From an optimization exercise on the open Yosys and OpenROAD flow, aimed at small area; shortcuts taken in it are not production practice. Only simulation tests tie the RTL to the original design; equivalence was not proved. No activity file was given, so power comes from the tool's default toggle rates.

==> run R <==
==> flow/design.v <==
module sfr_div (
    input  wire clk,
    input  wire en,       
    input  wire first,    
    input  wire cin0,     
    input  wire a,
    input  wire k,
    output wire sum,
    output wire cout
);
    reg  cy;
    wire ci = first ? cin0 : cy;
    assign sum  = a ^ k ^ ci;
    assign cout = (a & k) | (a & ci) | (k & ci);
    always @(posedge clk)
        if (en) cy <= cout;
endmodule
module sfr_top (
    input  wire        clk,
    input  wire        rst,
    input  wire        evt_valid,
    input  wire [31:0] evt_data,
    output wire        evt_ready,
    output wire        rec_valid,
    output wire [2:0]  rec_port,
    output wire        rec_last,
    output wire [7:0]  rec_data,
    output wire [15:0] status,
    output wire [31:0] config_word,
    output wire [31:0] baud_word,
    output wire [31:0] stage_word
);
    localparam [7:0] STX = 8'h02;
    localparam [2:0] P_ANY = 3'd3, P_TXP = 3'd4;
    localparam [1:0] RX_START = 2'd0, RX_LEN = 2'd1, RX_BODY = 2'd2;
    localparam [1:0] TX_IDLE = 2'd0, TX_WAIT = 2'd1, TX_SEND = 2'd2;
    localparam [2:0] R_NONE = 3'd0, R_OK = 3'd1, R_BCC = 3'd2, R_LEN = 3'd3,
                     R_LINE = 3'd4, R_TIMEOUT = 3'd5;
    localparam [1:0] F_TX_BUSY = 2'd1, F_CONFIG = 2'd2, F_ILLEGAL = 2'd3;
    localparam [23:0] C_RESID = 24'd158400;
    localparam [23:0] K_RESP  = 24'd211199;
    localparam [3:0] S_IDLE = 4'd0, S_MUL = 4'd1, S_TICK = 4'd2, S_RBL = 4'd3,
                     S_WR = 4'd4, S_EMW = 4'd5, S_EMH = 4'd6, S_EMA = 4'd7,
                     S_EMB = 4'd8;
    reg        run;
    reg [1:0]  rx_state;
    reg [6:0]  body_count;
    reg [1:0]  tx_state;
    reg [2:0]  last_result;
    reg        fault;
    reg [1:0]  fault_cause;
    reg [4:0]  cfg_node;
    reg [3:0]  cfg_en;
    reg [23:0] cfg_baud;
    reg [23:0] baud_stage;
    reg [6:0]  lge;
    reg [6:0]  tx_len;
    reg        tx_adr5;
    reg [7:0]  bcc_acc;
    reg [2:0]  cls;         
    reg [3:0]  seq;
    reg [2:0]  pp;          
    reg [4:0]  p;           
    reg [5:0]  q;           
    reg        pa;          
    reg        r_exp, s_exp;
    reg [23:0] ra, rb;      
    reg [8*63-1:0] rxr, txr;
    assign status      = {5'd0, fault_cause, fault, last_result, run, tx_state, rx_state};
    assign config_word = {20'd0, cfg_en, 3'd0, cfg_node};
    assign baud_word   = {8'd0, cfg_baud};
    assign stage_word  = {8'd0, baud_stage};
    wire [3:0] op = evt_data[31:28];
    wire [7:0] d  = evt_data[7:0];
    reg legal;
    always @(*) begin
        case (op)
            4'h1:    legal = (evt_data[27:8] == 20'd0);
            4'h2:    legal = (evt_data[27:2] == 26'd0) && (evt_data[1:0] != 2'd3);
            4'h3:    legal = (evt_data[27:0] == 28'd0);
            4'h4:    legal = (evt_data[27:0] == 28'd0);
            4'h5:    legal = (evt_data[27:24] == 4'd0);
            4'h6:    legal = (evt_data[27:12] == 16'd0) && (evt_data[7:5] == 3'd0);
            4'h7:    legal = (evt_data[27:0] == 28'd0);
            default: legal = 1'b0;
        endcase
    end
    wire resid_armed  = (rx_state == RX_BODY);
    wire is_last_body = ({1'b0, body_count} + 8'd1 == {1'b0, lge});
    assign evt_ready  = (seq == S_IDLE);
    wire accept = evt_valid && evt_ready;
    wire [7:0] rx_out = rxr[8*62 +: 8];
    wire [7:0] rx_raw = rx_out ^ ((seq == S_EMA) ? (STX ^ {1'b0, lge}) : rxr[7:0]);
    wire [7:0] tx_out = txr[8*62 +: 8];
    wire       src_tx = (pp == P_TXP);
    wire [6:0] len    = src_tx ? tx_len : lge;
    wire       em_last = ({1'b0, q} + 7'd1 == len) || (q == 6'd0 && len[6]);
    wire       emitting = (seq == S_EMW && q == 6'd61) || seq == S_EMH ||
                          seq == S_EMA || seq == S_EMB;
    reg  [7:0] em_byte;
    always @(*) begin
        case (seq)
            S_EMW:   em_byte = STX;
            S_EMH:   em_byte = {1'b0, len};
            S_EMA:   em_byte = src_tx ? {2'b01, tx_adr5, cfg_node} : rx_raw;
            default: em_byte = src_tx ? tx_out : (em_last ? bcc_acc : rx_raw);
        endcase
    end
    assign rec_valid = emitting && (pp != P_ANY || cfg_en[3]);
    assign rec_port  = pp;
    assign rec_last  = (seq == S_EMB) && em_last;
    assign rec_data  = em_byte;
    wire rx_wr = (seq == S_WR) && q == body_count[5:0];
    wire tx_cp = (seq == S_EMA || seq == S_EMB) && pp == P_ANY && cls[2];
    wire [7:0] rx_in = rx_wr ? bcc_acc : rx_out;
    wire [7:0] tx_in = tx_cp ? em_byte : tx_out;
    always @(posedge clk) begin
        rxr <= {rxr[8*62-1:0], rx_in};
        txr <= {txr[8*62-1:0], tx_in};
    end
    wire in_pass = (seq == S_MUL) || (seq == S_TICK) || (seq == S_RBL);
    wire p0      = (p == 5'd0);
    wire go      = in_pass && (pa || p0);
    wire pdone   = go && (p == 5'd23);
    wire b       = cfg_baud[p];
    wire mul     = (seq == S_MUL);
    wire ra_en   = go && (mul || (seq == S_TICK && resid_armed && !r_exp));
    wire rb_en   = go && (seq == S_TICK) && tx_state == TX_WAIT && !s_exp;
    wire ra_sum, ra_co, rb_sum, rb_co;
    sfr_div u_ra (.clk(clk), .en(go), .first(p0), .cin0(!mul),
                  .a(ra[0] | (mul && body_count == 7'd0)),
                  .k(mul ? C_RESID[p] : !b), .sum(ra_sum), .cout(ra_co));
    sfr_div u_rb (.clk(clk), .en(go), .first(p0), .cin0(1'b1),
                  .a(rb[0]), .k(!b), .sum(rb_sum), .cout(rb_co));
    always @(posedge clk) begin
        ra <= {ra_en ? ra_sum : ra[0], ra[23:1]};
        rb <= {(go && seq == S_RBL) ? K_RESP[p] : rb_en ? rb_sum : rb[0], rb[23:1]};
        pa <= go && !pdone;
    end
    wire mir = cls[2];
    always @(posedge clk) begin
        if (rst) begin
            run         <= 1'b0;
            rx_state    <= RX_START;
            tx_state    <= TX_IDLE;
            last_result <= R_NONE;
            fault       <= 1'b0;
            fault_cause <= 2'd0;
            cfg_node    <= 5'd0;
            cfg_en      <= 4'd0;
            cfg_baud    <= 24'd0;
            baud_stage  <= 24'd0;
            seq         <= S_IDLE;
            p           <= 5'd0;
            q           <= 6'd0;
        end else begin
            p <= (p == 5'd23) ? 5'd0 : p + 5'd1;
            q <= (q == 6'd62) ? 6'd0 : q + 6'd1;
            case (seq)
            S_IDLE: if (accept && !fault) begin
                if (!legal) begin
                    fault       <= 1'b1;
                    fault_cause <= F_ILLEGAL;
                end else begin
                    case (op)
                    4'h1: if (run) begin
                        case (rx_state)
                        RX_START: if (d == STX) rx_state <= RX_LEN;
                        RX_LEN: if (d >= 8'd2 && d <= 8'd64) begin
                            lge        <= d[6:0];
                            body_count <= 7'd0;
                            bcc_acc    <= STX ^ d;
                            r_exp      <= 1'b0;
                            rx_state   <= RX_BODY;
                            seq        <= S_MUL;
                        end else begin
                            last_result <= R_LEN;
                            rx_state    <= RX_START;
                                        end
                        default: if (!is_last_body) begin
                            bcc_acc    <= bcc_acc ^ d;
                            seq        <= S_WR;
                            if (body_count == 7'd0) begin
                                if (d[7])                              cls <= 3'd2;
                                else if (d[6] && d[4:0] == cfg_node)   cls <= {2'b10, d[5]};
                                else if (d[5])                         cls <= 3'd1;
                                else if (d[4:0] == cfg_node)           cls <= 3'd0;
                                else                                   cls <= 3'd3;
                            end
                        end else begin
                            rx_state    <= RX_START;
                                            if (bcc_acc != d) begin
                                last_result <= R_BCC;
                            end else begin
                                last_result <= R_OK;
                                if (mir && tx_state != TX_IDLE) begin
                                    fault       <= 1'b1;
                                    fault_cause <= F_TX_BUSY;
                                end else begin
                                    if (mir) begin
                                        tx_state <= TX_WAIT;
                                        tx_len   <= lge;
                                        tx_adr5  <= cls[0];
                                        s_exp    <= 1'b0;
                                    end
                                    if (!mir && cls != 3'd3 && cfg_en[cls[1:0]]) begin
                                        pp  <= cls;
                                        seq <= S_EMW;
                                    end else if (mir || cfg_en[3]) begin
                                        pp  <= P_ANY;
                                        seq <= S_EMW;
                                    end
                                end
                            end
                        end
                        endcase
                    end
                    4'h2: if (run) begin
                        if (rx_state != RX_START)
                            last_result <= R_LINE;
                        rx_state    <= RX_START;
                                end
                    4'h3: begin
                        if (resid_armed && r_exp) begin
                            last_result <= R_TIMEOUT;
                            rx_state    <= RX_START;
                                        end
                        if (tx_state == TX_WAIT && s_exp) begin
                            tx_state <= TX_SEND;
                            pp       <= P_TXP;
                            seq      <= S_EMW;
                        end else begin
                            seq      <= S_TICK;
                        end
                    end
                    4'h4: if (tx_state == TX_SEND) tx_state <= TX_IDLE;
                    4'h5: baud_stage <= evt_data[23:0];
                    4'h6: begin
                        run         <= 1'b0;
                        rx_state    <= RX_START;
                                    if (tx_state == TX_WAIT) tx_state <= TX_IDLE;
                        if (baud_stage < 24'd155) begin
                            fault       <= 1'b1;
                            fault_cause <= F_CONFIG;
                        end else begin
                            cfg_node    <= evt_data[4:0];
                            cfg_en      <= evt_data[11:8];
                            cfg_baud    <= baud_stage;
                            last_result <= R_NONE;
                            run         <= 1'b1;
                        end
                    end
                    default: begin
                        run         <= 1'b0;
                        rx_state    <= RX_START;
                                    if (tx_state == TX_WAIT) tx_state <= TX_IDLE;
                    end
                    endcase
                end
            end
            S_MUL: if (pdone) begin
                if (is_last_body) begin
                    body_count <= 7'd0;
                    seq        <= S_IDLE;
                end else begin
                    body_count <= body_count + 7'd1;
                end
            end
            S_TICK: if (pdone) begin
                if (ra_en) r_exp <= !ra_co;
                if (rb_en) s_exp <= !rb_co;
                seq <= S_IDLE;
            end
            S_RBL: if (pdone) seq <= S_IDLE;
            S_WR: if (rx_wr) begin
                body_count <= body_count + 7'd1;
                seq        <= S_IDLE;
            end
            S_EMW: if (q == 6'd61) seq <= S_EMH;
            S_EMH: seq <= S_EMA;
            S_EMA: seq <= S_EMB;
            S_EMB: if (em_last) begin
                if (src_tx) begin
                    seq <= S_TICK;
                end else if (pp != P_ANY && cfg_en[3]) begin
                    pp  <= P_ANY;
                    seq <= S_EMW;
                end else if (pp == P_ANY && mir) begin
                    seq <= S_RBL;
                end else begin
                    seq <= S_IDLE;
                end
            end
            default: seq <= S_IDLE;
            endcase
        end
    end
endmodule
==> flow/flow/run.sh <==
#!/bin/bash
# Standard ORFS layout (the standard.sh, standard synthesis unchanged) with
# two placement/CTS options changed:
#  - port buffers use the smallest buffer (buf_1) instead of the default pick;
#  - CTS uses larger sink clusters and no dummy loads.
# All tool output goes to standard.log here; ORFS's own per-step logs stay
# under orfs/logs.
set -euo pipefail
cd "$(dirname "$0")/.."
CTS="-sink_clustering_enable -repair_clock_nets -dont_use_dummy_load"
CTS="$CTS -buf_list sky130_fd_sc_hd__clkbuf_8 -sink_clustering_size 16 -sink_clustering_max_diameter 60"
bash standard.sh \
  "BUFFER_PORTS_ARGS=-buffer_cell sky130_fd_sc_hd__buf_1" \
  "CTS_ARGS=$CTS" \
  finish > standard.log 2>&1
==> flow/standard.sh <==
#!/bin/bash
# synth_recipe.tcl (not shown) runs the flow's synth.tcl, then flattens the netlist and writes it again
# the make line also repeats each setting of config.mk as NAME=value (left out here)
make -C /OpenROAD-flow-scripts/flow DESIGN_CONFIG=/design/flow/config.mk WORK_HOME=/design/flow/orfs CLKGATE_MAP_FILE= SYNTH_SCRIPT=/design/flow/synth_recipe.tcl "${@:-finish}"
==> flow/config.mk <==
export PLATFORM = sky130hd
export DESIGN_NAME = sfr_top
export DESIGN_NICKNAME = sfr_top
export VERILOG_FILES = /design/flow/design.v
export SDC_FILE = /design/flow/constraint.sdc
export NUM_CORES = 4
export LEC_CHECK = 0
export CAP_MARGIN = 20
export CORE_MARGIN = 2
export CORE_UTILIZATION = 70
export SLEW_MARGIN = 20
==> flow/constraint.sdc <==
create_clock -name core_clock -period 10.0 [get_ports {clk}]
set_input_delay 2.0000 -clock core_clock [delete_from_list [all_inputs] [get_ports {clk}]]
set_output_delay 2.0000 -clock core_clock [all_outputs]
set_load 0.01 [all_outputs]
==> run F: changes against run R <==
--- a/flow/design.v
+++ b/flow/design.v
@@ -41,10 +41,10 @@
     localparam [23:0] K_RESP  = 24'd211199;
     localparam [3:0] S_IDLE = 4'd0, S_MUL = 4'd1, S_TICK = 4'd2, S_RBL = 4'd3,
                      S_WR = 4'd4, S_EMW = 4'd5, S_EMH = 4'd6, S_EMA = 4'd7,
-                     S_EMB = 4'd8;
+                     S_EMB = 4'd8, S_INIT = 4'd9;
     reg        run;
     reg [1:0]  rx_state;
-    reg [6:0]  body_count;
+    reg [5:0]  body_count;
     reg [1:0]  tx_state;
     reg [2:0]  last_result;
     reg        fault;
@@ -53,9 +53,8 @@
     reg [3:0]  cfg_en;
     reg [23:0] cfg_baud;
     reg [23:0] baud_stage;
-    reg [6:0]  lge;
-    reg [6:0]  tx_len;
-    reg        tx_adr5;
+    reg [5:0]  lge;         
+    reg [5:0]  tx_len;
     reg [7:0]  bcc_acc;
     reg [2:0]  cls;         
     reg [3:0]  seq;
@@ -86,34 +85,37 @@
         endcase
     end
     wire resid_armed  = (rx_state == RX_BODY);
-    wire is_last_body = ({1'b0, body_count} + 8'd1 == {1'b0, lge});
+    wire is_last_body = (body_count + 6'd1 == lge);
     assign evt_ready  = (seq == S_IDLE);
     wire accept = evt_valid && evt_ready;
     wire [7:0] rx_out = rxr[8*62 +: 8];
-    wire [7:0] rx_raw = rx_out ^ ((seq == S_EMA) ? (STX ^ {1'b0, lge}) : rxr[7:0]);
     wire [7:0] tx_out = txr[8*62 +: 8];
     wire       src_tx = (pp == P_TXP);
-    wire [6:0] len    = src_tx ? tx_len : lge;
-    wire       em_last = ({1'b0, q} + 7'd1 == len) || (q == 6'd0 && len[6]);
+    wire [7:0] cur    = src_tx ? tx_out : rx_out;
+    wire [7:0] prev   = src_tx ? txr[7:0] : rxr[7:0];
+    wire [5:0] len    = src_tx ? tx_len : lge;
+    wire       len64  = (len == 6'd0);
+    wire [7:0] lenb   = {1'b0, len64, len};
+    wire       em_last = (q + 6'd1 == len) || (q == 6'd0 && len64);
     wire       emitting = (seq == S_EMW && q == 6'd61) || seq == S_EMH ||
                           seq == S_EMA || seq == S_EMB;
     reg  [7:0] em_byte;
     always @(*) begin
         case (seq)
             S_EMW:   em_byte = STX;
-            S_EMH:   em_byte = {1'b0, len};
-            S_EMA:   em_byte = src_tx ? {2'b01, tx_adr5, cfg_node} : rx_raw;
-            default: em_byte = src_tx ? tx_out : (em_last ? bcc_acc : rx_raw);
+            S_EMH:   em_byte = lenb;
+            S_EMA:   em_byte = cur ^ STX ^ lenb;
+            default: em_byte = em_last ? prev : (cur ^ prev);
         endcase
     end
     assign rec_valid = emitting && (pp != P_ANY || cfg_en[3]);
     assign rec_port  = pp;
     assign rec_last  = (seq == S_EMB) && em_last;
     assign rec_data  = em_byte;
-    wire rx_wr = (seq == S_WR) && q == body_count[5:0];
+    wire rx_wr = (seq == S_WR) && q == body_count;
     wire tx_cp = (seq == S_EMA || seq == S_EMB) && pp == P_ANY && cls[2];
     wire [7:0] rx_in = rx_wr ? bcc_acc : rx_out;
-    wire [7:0] tx_in = tx_cp ? em_byte : tx_out;
+    wire [7:0] tx_in = tx_cp ? rx_out : tx_out;
     always @(posedge clk) begin
         rxr <= {rxr[8*62-1:0], rx_in};
         txr <= {txr[8*62-1:0], tx_in};
@@ -128,7 +130,7 @@
     wire rb_en   = go && (seq == S_TICK) && tx_state == TX_WAIT && !s_exp;
     wire ra_sum, ra_co, rb_sum, rb_co;
     sfr_div u_ra (.clk(clk), .en(go), .first(p0), .cin0(!mul),
-                  .a(ra[0] | (mul && body_count == 7'd0)),
+                  .a(ra[0] | (mul && body_count == 6'd0)),
                   .k(mul ? C_RESID[p] : !b), .sum(ra_sum), .cout(ra_co));
     sfr_div u_rb (.clk(clk), .en(go), .first(p0), .cin0(1'b1),
                   .a(rb[0]), .k(!b), .sum(rb_sum), .cout(rb_co));
@@ -137,6 +139,10 @@
         rb <= {(go && seq == S_RBL) ? K_RESP[p] : rb_en ? rb_sum : rb[0], rb[23:1]};
         pa <= go && !pdone;
     end
+    wire start_ok = (seq == S_IDLE) && accept && !fault && legal && op == 4'h6 &&
+                    !(baud_stage < 24'd155);
+    always @(posedge clk)
+        if (seq == S_INIT || start_ok) cfg_baud <= baud_stage;
     wire mir = cls[2];
     always @(posedge clk) begin
         if (rst) begin
@@ -148,9 +154,8 @@
             fault_cause <= 2'd0;
             cfg_node    <= 5'd0;
             cfg_en      <= 4'd0;
-            cfg_baud    <= 24'd0;
             baud_stage  <= 24'd0;
-            seq         <= S_IDLE;
+            seq         <= S_INIT;
             p           <= 5'd0;
             q           <= 6'd0;
         end else begin
@@ -167,8 +172,8 @@
                         case (rx_state)
                         RX_START: if (d == STX) rx_state <= RX_LEN;
                         RX_LEN: if (d >= 8'd2 && d <= 8'd64) begin
-                            lge        <= d[6:0];
-                            body_count <= 7'd0;
+                            lge        <= d[5:0];
+                            body_count <= 6'd0;
                             bcc_acc    <= STX ^ d;
                             r_exp      <= 1'b0;
                             rx_state   <= RX_BODY;
@@ -180,9 +185,9 @@
                         default: if (!is_last_body) begin
                             bcc_acc    <= bcc_acc ^ d;
                             seq        <= S_WR;
-                            if (body_count == 7'd0) begin
+                            if (body_count == 6'd0) begin
                                 if (d[7])                              cls <= 3'd2;
-                                else if (d[6] && d[4:0] == cfg_node)   cls <= {2'b10, d[5]};
+                                else if (d[6] && d[4:0] == cfg_node)   cls <= 3'd4;
                                 else if (d[5])                         cls <= 3'd1;
                                 else if (d[4:0] == cfg_node)           cls <= 3'd0;
                                 else                                   cls <= 3'd3;
@@ -200,7 +205,6 @@
                                     if (mir) begin
                                         tx_state <= TX_WAIT;
                                         tx_len   <= lge;
-                                        tx_adr5  <= cls[0];
                                         s_exp    <= 1'b0;
                                     end
                                     if (!mir && cls != 3'd3 && cfg_en[cls[1:0]]) begin
@@ -245,7 +249,6 @@
                         end else begin
                             cfg_node    <= evt_data[4:0];
                             cfg_en      <= evt_data[11:8];
-                            cfg_baud    <= baud_stage;
                             last_result <= R_NONE;
                             run         <= 1'b1;
                         end
@@ -260,10 +263,10 @@
             end
             S_MUL: if (pdone) begin
                 if (is_last_body) begin
-                    body_count <= 7'd0;
+                    body_count <= 6'd0;
                     seq        <= S_IDLE;
                 end else begin
-                    body_count <= body_count + 7'd1;
+                    body_count <= body_count + 6'd1;
                 end
             end
             S_TICK: if (pdone) begin
@@ -273,7 +276,7 @@
             end
             S_RBL: if (pdone) seq <= S_IDLE;
             S_WR: if (rx_wr) begin
-                body_count <= body_count + 7'd1;
+                body_count <= body_count + 6'd1;
                 seq        <= S_IDLE;
             end
             S_EMW: if (q == 6'd61) seq <= S_EMH;
==> flow/flow/run.sh (replaced) <==
#!/bin/bash
# Standard ORFS layout (the standard.sh, standard synthesis unchanged) with
# three placement/CTS options changed to save cell area:
#  - port buffers use the smallest buffer (buf_1) instead of the default pick;
#  - CTS builds small clusters of clkbuf_4 and inserts no dummy loads;
#  - the tie cell made by synthesis is not split into one per load.
# All tool output goes to standard.log here; ORFS's own per-step logs stay
# under orfs/logs.
set -euo pipefail
cd "$(dirname "$0")/.."
CTS="-sink_clustering_enable -repair_clock_nets -dont_use_dummy_load"
CTS="$CTS -buf_list sky130_fd_sc_hd__clkbuf_4 -sink_clustering_size 12 -sink_clustering_max_diameter 30"
bash standard.sh \
  "BUFFER_PORTS_ARGS=-buffer_cell sky130_fd_sc_hd__buf_1" \
  "CTS_ARGS=$CTS" \
  SKIP_REPAIR_TIE_FANOUT=1 \
  finish > standard.log 2>&1
CORE_UTILIZATION = 80   (was 70)
==> run D: changes against run R <==
--- a/flow/design.v
+++ b/flow/design.v
@@ -41,10 +41,10 @@
     localparam [23:0] K_RESP  = 24'd211199;
     localparam [3:0] S_IDLE = 4'd0, S_MUL = 4'd1, S_TICK = 4'd2, S_RBL = 4'd3,
                      S_WR = 4'd4, S_EMW = 4'd5, S_EMH = 4'd6, S_EMA = 4'd7,
-                     S_EMB = 4'd8;
+                     S_EMB = 4'd8, S_INIT = 4'd9;
     reg        run;
     reg [1:0]  rx_state;
-    reg [6:0]  body_count;
+    reg [5:0]  body_count;
     reg [1:0]  tx_state;
     reg [2:0]  last_result;
     reg        fault;
@@ -53,9 +53,8 @@
     reg [3:0]  cfg_en;
     reg [23:0] cfg_baud;
     reg [23:0] baud_stage;
-    reg [6:0]  lge;
-    reg [6:0]  tx_len;
-    reg        tx_adr5;
+    reg [5:0]  lge;         
+    reg [5:0]  tx_len;
     reg [7:0]  bcc_acc;
     reg [2:0]  cls;         
     reg [3:0]  seq;
@@ -86,34 +85,37 @@
         endcase
     end
     wire resid_armed  = (rx_state == RX_BODY);
-    wire is_last_body = ({1'b0, body_count} + 8'd1 == {1'b0, lge});
+    wire is_last_body = (body_count + 6'd1 == lge);
     assign evt_ready  = (seq == S_IDLE);
     wire accept = evt_valid && evt_ready;
     wire [7:0] rx_out = rxr[8*62 +: 8];
-    wire [7:0] rx_raw = rx_out ^ ((seq == S_EMA) ? (STX ^ {1'b0, lge}) : rxr[7:0]);
     wire [7:0] tx_out = txr[8*62 +: 8];
     wire       src_tx = (pp == P_TXP);
-    wire [6:0] len    = src_tx ? tx_len : lge;
-    wire       em_last = ({1'b0, q} + 7'd1 == len) || (q == 6'd0 && len[6]);
+    wire [7:0] cur    = src_tx ? tx_out : rx_out;
+    wire [7:0] prev   = src_tx ? txr[7:0] : rxr[7:0];
+    wire [5:0] len    = src_tx ? tx_len : lge;
+    wire       len64  = (len == 6'd0);
+    wire [7:0] lenb   = {1'b0, len64, len};
+    wire       em_last = (q + 6'd1 == len) || (q == 6'd0 && len64);
     wire       emitting = (seq == S_EMW && q == 6'd61) || seq == S_EMH ||
                           seq == S_EMA || seq == S_EMB;
     reg  [7:0] em_byte;
     always @(*) begin
         case (seq)
             S_EMW:   em_byte = STX;
-            S_EMH:   em_byte = {1'b0, len};
-            S_EMA:   em_byte = src_tx ? {2'b01, tx_adr5, cfg_node} : rx_raw;
-            default: em_byte = src_tx ? tx_out : (em_last ? bcc_acc : rx_raw);
+            S_EMH:   em_byte = lenb;
+            S_EMA:   em_byte = cur ^ STX ^ lenb;
+            default: em_byte = em_last ? prev : (cur ^ prev);
         endcase
     end
     assign rec_valid = emitting && (pp != P_ANY || cfg_en[3]);
     assign rec_port  = pp;
     assign rec_last  = (seq == S_EMB) && em_last;
     assign rec_data  = em_byte;
-    wire rx_wr = (seq == S_WR) && q == body_count[5:0];
+    wire rx_wr = (seq == S_WR) && q == body_count;
     wire tx_cp = (seq == S_EMA || seq == S_EMB) && pp == P_ANY && cls[2];
     wire [7:0] rx_in = rx_wr ? bcc_acc : rx_out;
-    wire [7:0] tx_in = tx_cp ? em_byte : tx_out;
+    wire [7:0] tx_in = tx_cp ? rx_out : tx_out;
     always @(posedge clk) begin
         rxr <= {rxr[8*62-1:0], rx_in};
         txr <= {txr[8*62-1:0], tx_in};
@@ -128,7 +130,7 @@
     wire rb_en   = go && (seq == S_TICK) && tx_state == TX_WAIT && !s_exp;
     wire ra_sum, ra_co, rb_sum, rb_co;
     sfr_div u_ra (.clk(clk), .en(go), .first(p0), .cin0(!mul),
-                  .a(ra[0] | (mul && body_count == 7'd0)),
+                  .a(ra[0] | (mul && body_count == 6'd0)),
                   .k(mul ? C_RESID[p] : !b), .sum(ra_sum), .cout(ra_co));
     sfr_div u_rb (.clk(clk), .en(go), .first(p0), .cin0(1'b1),
                   .a(rb[0]), .k(!b), .sum(rb_sum), .cout(rb_co));
@@ -137,6 +139,10 @@
         rb <= {(go && seq == S_RBL) ? K_RESP[p] : rb_en ? rb_sum : rb[0], rb[23:1]};
         pa <= go && !pdone;
     end
+    wire start_ok = (seq == S_IDLE) && accept && !fault && legal && op == 4'h6 &&
+                    !(baud_stage < 24'd155);
+    always @(posedge clk)
+        if (seq == S_INIT || start_ok) cfg_baud <= baud_stage;
     wire mir = cls[2];
     always @(posedge clk) begin
         if (rst) begin
@@ -148,9 +154,8 @@
             fault_cause <= 2'd0;
             cfg_node    <= 5'd0;
             cfg_en      <= 4'd0;
-            cfg_baud    <= 24'd0;
             baud_stage  <= 24'd0;
-            seq         <= S_IDLE;
+            seq         <= S_INIT;
             p           <= 5'd0;
             q           <= 6'd0;
         end else begin
@@ -167,8 +172,8 @@
                         case (rx_state)
                         RX_START: if (d == STX) rx_state <= RX_LEN;
                         RX_LEN: if (d >= 8'd2 && d <= 8'd64) begin
-                            lge        <= d[6:0];
-                            body_count <= 7'd0;
+                            lge        <= d[5:0];
+                            body_count <= 6'd0;
                             bcc_acc    <= STX ^ d;
                             r_exp      <= 1'b0;
                             rx_state   <= RX_BODY;
@@ -180,9 +185,9 @@
                         default: if (!is_last_body) begin
                             bcc_acc    <= bcc_acc ^ d;
                             seq        <= S_WR;
-                            if (body_count == 7'd0) begin
+                            if (body_count == 6'd0) begin
                                 if (d[7])                              cls <= 3'd2;
-                                else if (d[6] && d[4:0] == cfg_node)   cls <= {2'b10, d[5]};
+                                else if (d[6] && d[4:0] == cfg_node)   cls <= 3'd4;
                                 else if (d[5])                         cls <= 3'd1;
                                 else if (d[4:0] == cfg_node)           cls <= 3'd0;
                                 else                                   cls <= 3'd3;
@@ -200,7 +205,6 @@
                                     if (mir) begin
                                         tx_state <= TX_WAIT;
                                         tx_len   <= lge;
-                                        tx_adr5  <= cls[0];
                                         s_exp    <= 1'b0;
                                     end
                                     if (!mir && cls != 3'd3 && cfg_en[cls[1:0]]) begin
@@ -245,7 +249,6 @@
                         end else begin
                             cfg_node    <= evt_data[4:0];
                             cfg_en      <= evt_data[11:8];
-                            cfg_baud    <= baud_stage;
                             last_result <= R_NONE;
                             run         <= 1'b1;
                         end
@@ -260,10 +263,10 @@
             end
             S_MUL: if (pdone) begin
                 if (is_last_body) begin
-                    body_count <= 7'd0;
+                    body_count <= 6'd0;
                     seq        <= S_IDLE;
                 end else begin
-                    body_count <= body_count + 7'd1;
+                    body_count <= body_count + 6'd1;
                 end
             end
             S_TICK: if (pdone) begin
@@ -273,7 +276,7 @@
             end
             S_RBL: if (pdone) seq <= S_IDLE;
             S_WR: if (rx_wr) begin
-                body_count <= body_count + 7'd1;
+                body_count <= body_count + 6'd1;
                 seq        <= S_IDLE;
             end
             S_EMW: if (q == 6'd61) seq <= S_EMH;
--- a/flow/flow/run.sh
+++ b/flow/flow/run.sh
@@ -8,7 +8,7 @@
 set -euo pipefail
 cd "$(dirname "$0")/.."
 CTS="-sink_clustering_enable -repair_clock_nets -dont_use_dummy_load"
-CTS="$CTS -buf_list sky130_fd_sc_hd__clkbuf_8 -sink_clustering_size 16 -sink_clustering_max_diameter 60"
+CTS="$CTS -buf_list sky130_fd_sc_hd__clkbuf_4 -sink_clustering_size 10 -sink_clustering_max_diameter 30"
 bash standard.sh \
   "BUFFER_PORTS_ARGS=-buffer_cell sky130_fd_sc_hd__buf_1" \
   "CTS_ARGS=$CTS" \
CORE_UTILIZATION = 75   (was 70)
==> run E: changes against run R <==
CORE_UTILIZATION = 85   (was 70)
PLACE_DENSITY = 0.9   (was not set)
==> comparison table <==
Run status: run E aborted with a tool error; run D finished clean; run F finished clean; run R finished clean
Failing step: run E detailed placement (3_5_place_dp); run D -; run F -; run R -
Adder and majority gate portion of the synthesized area: run E 0.00526; run D 0.00530; run F 0.00530; run R 0.00526
Actual slew at the worst max-slew pin: run E -; run D 919 ps; run F 1060 ps; run R 1040 ps
Final total power: run E -; run D 7.25 mW; run F 7.16 mW; run R 6.89 mW
Multi-input gate area: run E -; run D 4180 µm²; run F 4030 µm²; run R 4550 µm²
Length in cells of the worst reg-to-reg path: run E -; run D 7; run F 6; run R 8
Worst hold path type: run E -; run D register to register; run F register to register; run R register to register
Count of placed standard cells including taps: run E -; run D 2,464; run F 2,369; run R 2,538
Number of clock sinks seen by CTS: run E -; run D 1,176; run F 1,176; run R 1,180
Number of logic stages on the critical path including buffering: run E -; run D 10; run F 10; run R 9
Number of slew-limit violations in the final report: run E -; run D 0; run F 0; run R 0
Capturing point of the worst reg2reg path: run E -; run D bcc_acc[0]; run F bcc_acc[2]; run R pp[2]
Starting DRT DRC Count: run E -; run D 783; run F 1,307; run R 1,067
Portion of total power attributed to the clock network: run E -; run D 0.281; run F 0.268; run R 0.302
Insertion delay of the later-clocked pin in the worst-skew pair: run E -; run D 850 ps; run F 840 ps; run R 670 ps
Data arrival time of the worst path: run E -; run D 4200 ps; run F 4220 ps; run R 4340 ps
Terminating pin of the worst hold path: run E -; run D rxr[18]; run F rb[2]; run R rxr[9]
Sequential cell count: run E -; run D 1,176; run F 1,176; run R 1,180
Sequential fraction of total cell area: run E -; run D 0.787; run F 0.796; run R 0.775
Post-placement cell area: run E -; run D 29,500 µm²; run F 29,300 µm²; run R 29,800 µm²
Power attributed to sequential cells: run E -; run D 4.88 mW; run F 4.90 mW; run R 4.73 mW
Synth Area in Simple Gates: run E 0.0537; run D 0.0541; run F 0.0541; run R 0.0537
Met2 Resource Use GR: run E -; run D 0.447; run F 0.486; run R 0.387

[re-timing with driven ports]
Ports are ideal in the flow. The routed layouts listed here were re-timed in OpenROAD.
Step 1, drivers: a clkbuf_16 drives clk and a buf_2 each remaining input, both assumed.
Step 2 also shifts input and output timing later by t, the mid clock arrival at the registers, as if the neighbouring blocks saw the same clock.
a / b / c = ideal / step 1 / step 2; a / b = the first two.
run	shift t [ns]	setup WS [ns]	hold slack, ns	latest minus earliest clock arrival (ns)	worst slew at a driven data input, ns
run R	0.684	3.664 / 3.612 / 3.943	0.294 / 0.294 / 0.294	0.085 / 0.085	0.05
run F	0.857	3.779 / 3.721 / 4.458	0.269 / 0.269 / 0.269	0.083 / 0.083	0.06
run D	0.861	3.800 / 3.749 / 4.428	0.278 / 0.278 / 0.278	0.087 / 0.086	0.05
After both steps every run listed still meets setup and hold.
